This design comes from an exercise in tuning for small area, a short achievable clock period and few clock cycles on the open sky130 flow, not from production work.
In this exercise RTL edits were held to simulation tests only and were not proved equivalent to the original.
Power and IR drop assume default switching activity.

Design tm_core, start of the top module:
module tm_core (
    input  wire        clk,
    input  wire        rst,           
    input  wire [15:0] img_len,       
    output wire        mem_req,
    output wire        mem_we,
    output wire [15:0] mem_addr,
    output wire [15:0] mem_wdata,
    input  wire        mem_gnt,
    input  wire        mem_rvalid,
    input  wire [15:0] mem_rdata,
    output wire [1:0]  status,        
    output wire [2:0]  fault_kind,
    output wire        fault_write,
    output wire [15:0] fault_addr,
    output wire [15:0] ip_o,
    output wire [15:0] len_o
);
    localparam [2:0] F_TRUNC  = 3'd1,
                     F_INVOP  = 3'd2,
                     F_ACCESS = 3'd3,
                     F_DIVZ   = 3'd4,
                     F_MEMEX  = 3'd5,
                     F_ABNORM = 3'd6;
    localparam [2:0] K_OA = 3'd5,
                     K_OB = 3'd6,
                     K_X  = 3'd7;
    localparam [1:0] O_NONE = 2'd0,    
                     O_RAW  = 2'd1,    
                     O_RD   = 2'd2,    
                     O_VAL  = 2'd3;    
    localparam [2:0] X_RUN = 3'd0,     
                     X_MD  = 3'd1,     
                     X_WR  = 3'd2,     
                     X_WD  = 3'd3,     
                     X_FIX = 3'd4;     
    function [16:0] rca;               
        input [15:0] x;
        input [15:0] y;
        input        ci;
        reg   [16:0] c;
        integer      i;
        begin
            c[0] = ci;
            for (i = 0; i < 16; i = i + 1) begin
                rca[i]  = x[i] ^ y[i] ^ c[i];
                c[i+1]  = (x[i] & y[i]) | (c[i] & (x[i] ^ y[i]));
            end
            rca[16] = c[16];
        end
    endfunction
    function geq;                      
        input [15:0] x;
        input [15:0] y;
        reg   [16:0] c;
        integer      i;
        begin
            c[0] = 1'b1;
            for (i = 0; i < 16; i = i + 1)
                c[i+1] = (x[i] & ~y[i]) | (c[i] & (x[i] | ~y[i]));
            geq = c[16];
        end
    endfunction
    function [19:0] cla;               
        input [19:0] x;
        input [19:0] y;
        input        ci;
        reg   [19:0] p, g, c;
  ...
Settings: LEC_CHECK=0, CAP_MARGIN=20, CORE_MARGIN=2, CORE_UTILIZATION=40, PLACE_DENSITY=0.6, SLEW_MARGIN=20; clock period 30.0 ns.
standard.sh (not shown) runs the stock make flow with config.mk's settings and CLKGATE_MAP_FILE= SYNTH_SCRIPT=/design/flow/synth_recipe.tcl, a recipe that flattens the netlist after the stock synthesis.
==> flow/flow/run.sh <==
#!/bin/bash
set -euo pipefail
bash standard.sh SETUP_SLACK_MARGIN=23 "BUFFER_PORTS_ARGS=-buffer_cell sky130_fd_sc_hd__buf_4" finish > layout.log 2>&1
The starting point finished clean.
Testbench counts at the start, summed over its fixed seeds: cycles 663,258.
Edit:
==> flow/flow/run.sh (replaced) <==
#!/bin/bash
set -euo pipefail
bash standard.sh SETUP_SLACK_MARGIN=22 "BUFFER_PORTS_ARGS=-buffer_cell sky130_fd_sc_hd__buf_4" finish > layout.log 2>&1
--- a/flow/config.mk
+++ b/flow/config.mk
@@ -9,4 +9,4 @@
 export CORE_MARGIN = 2
-export CORE_UTILIZATION = 40
-export PLACE_DENSITY = 0.6
+export CORE_UTILIZATION = 55
+export PLACE_DENSITY = 0.7
 export SLEW_MARGIN = 20
=> Setup slack loses 0.60 ns; via count went down by 2.3%; cell area goes down by 11%; total power fell by 6.1%; critical path depth climbs by 6; synthesized area does not change; register-to-register slack got worse by 0.71 ns; die area shrinks by 27%.
Edit:
==> flow/flow/run.sh (replaced) <==
#!/bin/bash
# Standard ORFS layout, with timing repair aiming well below the clock period
# (the constraints are the design's; only repair_timing's setup margin changes).
set -euo pipefail
bash standard.sh SETUP_SLACK_MARGIN=22 finish > layout.log 2>&1
--- a/flow/config.mk
+++ b/flow/config.mk
@@ -9,4 +9,4 @@
 export CORE_MARGIN = 2
-export CORE_UTILIZATION = 55
-export PLACE_DENSITY = 0.7
+export CORE_UTILIZATION = 40
+export PLACE_DENSITY = 0.6
 export SLEW_MARGIN = 20
Maximum frequency shrinks by about 1%.
Die area grows by about 37%.
Combinational power grows by about 1%.
Clock-buffer cell count grows by 2.
Edit:
==> flow/flow/run.sh (replaced) <==
#!/bin/bash
set -euo pipefail
bash standard.sh SETUP_SLACK_MARGIN=22.4 "BUFFER_PORTS_ARGS=-buffer_cell sky130_fd_sc_hd__buf_4" finish > layout.log 2>&1
Result:
- The new run finished clean
- worst hold slack gets worse by 0.013 ns
- utilization hardly moves
- sequential power stays flat
- clock power rises slightly
- wire length rises slightly
- non-clock buffer count rises by 28
Edit:
==> flow/flow/run.sh (replaced) <==
#!/bin/bash
set -euo pipefail
bash standard.sh SETUP_SLACK_MARGIN=22.7 "BUFFER_PORTS_ARGS=-buffer_cell sky130_fd_sc_hd__buf_4" finish > layout.log 2>&1
Effect: The changed run finished with timing, DRC and antenna clean. Via count rises by a few percent. Total power rises by a few percent. Sequential power falls slightly.


tm_core again, from the RTL that the note above started with.
clock: 30.0 ns
lec_check: 0
cap_margin: 20
core_margin: 2
core_utilization: 40
place_density: 0.6
slew_margin: 20
==> flow/flow/run.sh <==
#!/bin/bash
set -euo pipefail
bash standard.sh SETUP_SLACK_MARGIN=22 "BUFFER_PORTS_ARGS=-buffer_cell sky130_fd_sc_hd__buf_4" finish > layout.log 2>&1
The baseline completed with no timing, DRC or antenna violations.
Testbench counts at the start, summed over its fixed seeds: cycles 663,258.
Then changed:
==> flow/flow/run.sh (replaced) <==
#!/bin/bash
set -euo pipefail
bash standard.sh SETUP_SLACK_MARGIN=22.5 "BUFFER_PORTS_ARGS=-buffer_cell sky130_fd_sc_hd__buf_4" finish > layout.log 2>&1
=> Design area went up by 1.2%. Critical path depth came out lower by 22. Worst setup slack gets better by 0.36 ns.
Then changed:
==> flow/flow/run.sh (replaced) <==
#!/bin/bash
set -euo pipefail
bash standard.sh SETUP_SLACK_MARGIN=22 "BUFFER_PORTS_ARGS=-buffer_cell sky130_fd_sc_hd__buf_2" finish > layout.log 2>&1
Power went down by 1.3%.
Routed wire length drops by about 2.2%.
Hold slack improved by 0.0089 ns.
Die area does not change.
Cell area decreases by 2.3%.
Setup slack gets worse by 0.46 ns.
Utilization decreases by 1.0 points.
Combinational power went down by about 3%.
Clock power barely changes.

==> afterwards: timing with drivers on the ports <==
How much do the figures lean on ideal ports? The routed layouts below were timed once more, with nothing changed but the port constraints. Step 1 assumes that a clkbuf_16 drives the clock port and a buf_2 every other input. Step 2 times the ports against the registers' clock, not the clock port: input delays grow and output delays shrink by t, the midpoint of the rising clock arrivals with the driver on. a / b / c = ideal ports / drivers / drivers and shift; a / b = the first two.
| run | t, ns | setup slack, ns | worst setup path at the end | clock arrival spread, ns |
|---|---|---|---|---|
| the first run of note 1 | 0.611 | 22.706 / 22.654 / 22.245 | input to register | 0.023 / 0.023 |
| the second run of note 1 | 0.626 | 22.102 / 22.138 / 21.512 | input to register | 0.014 / 0.014 |
| the third run of note 1 | 0.607 | 22.018 / 21.962 / 21.525 | input to register | 0.015 / 0.016 |
| the fourth run of note 1 | 0.633 | 22.411 / 22.361 / 21.814 | input to register | 0.018 / 0.018 |
| the fifth run of note 1 | 0.629 | 22.625 / 22.561 / 22.126 | input to register | 0.019 / 0.019 |
| the first run of note 2 | 0.619 | 22.185 / 22.185 / 21.602 | input to register | 0.015 / 0.015 |
| the second run of note 2 | 0.608 | 22.542 / 22.485 / 22.064 | input to register | 0.013 / 0.012 |
| the third run of note 2 | 0.615 | 22.084 / 22.118 / 21.503 | input to register | 0.014 / 0.013 |
After both steps setup and hold are still met in every run listed. The setup slack of the fourth run of note 1, which loses most, moves by -0.050 ns with the drivers and by -0.597 ns with both steps.
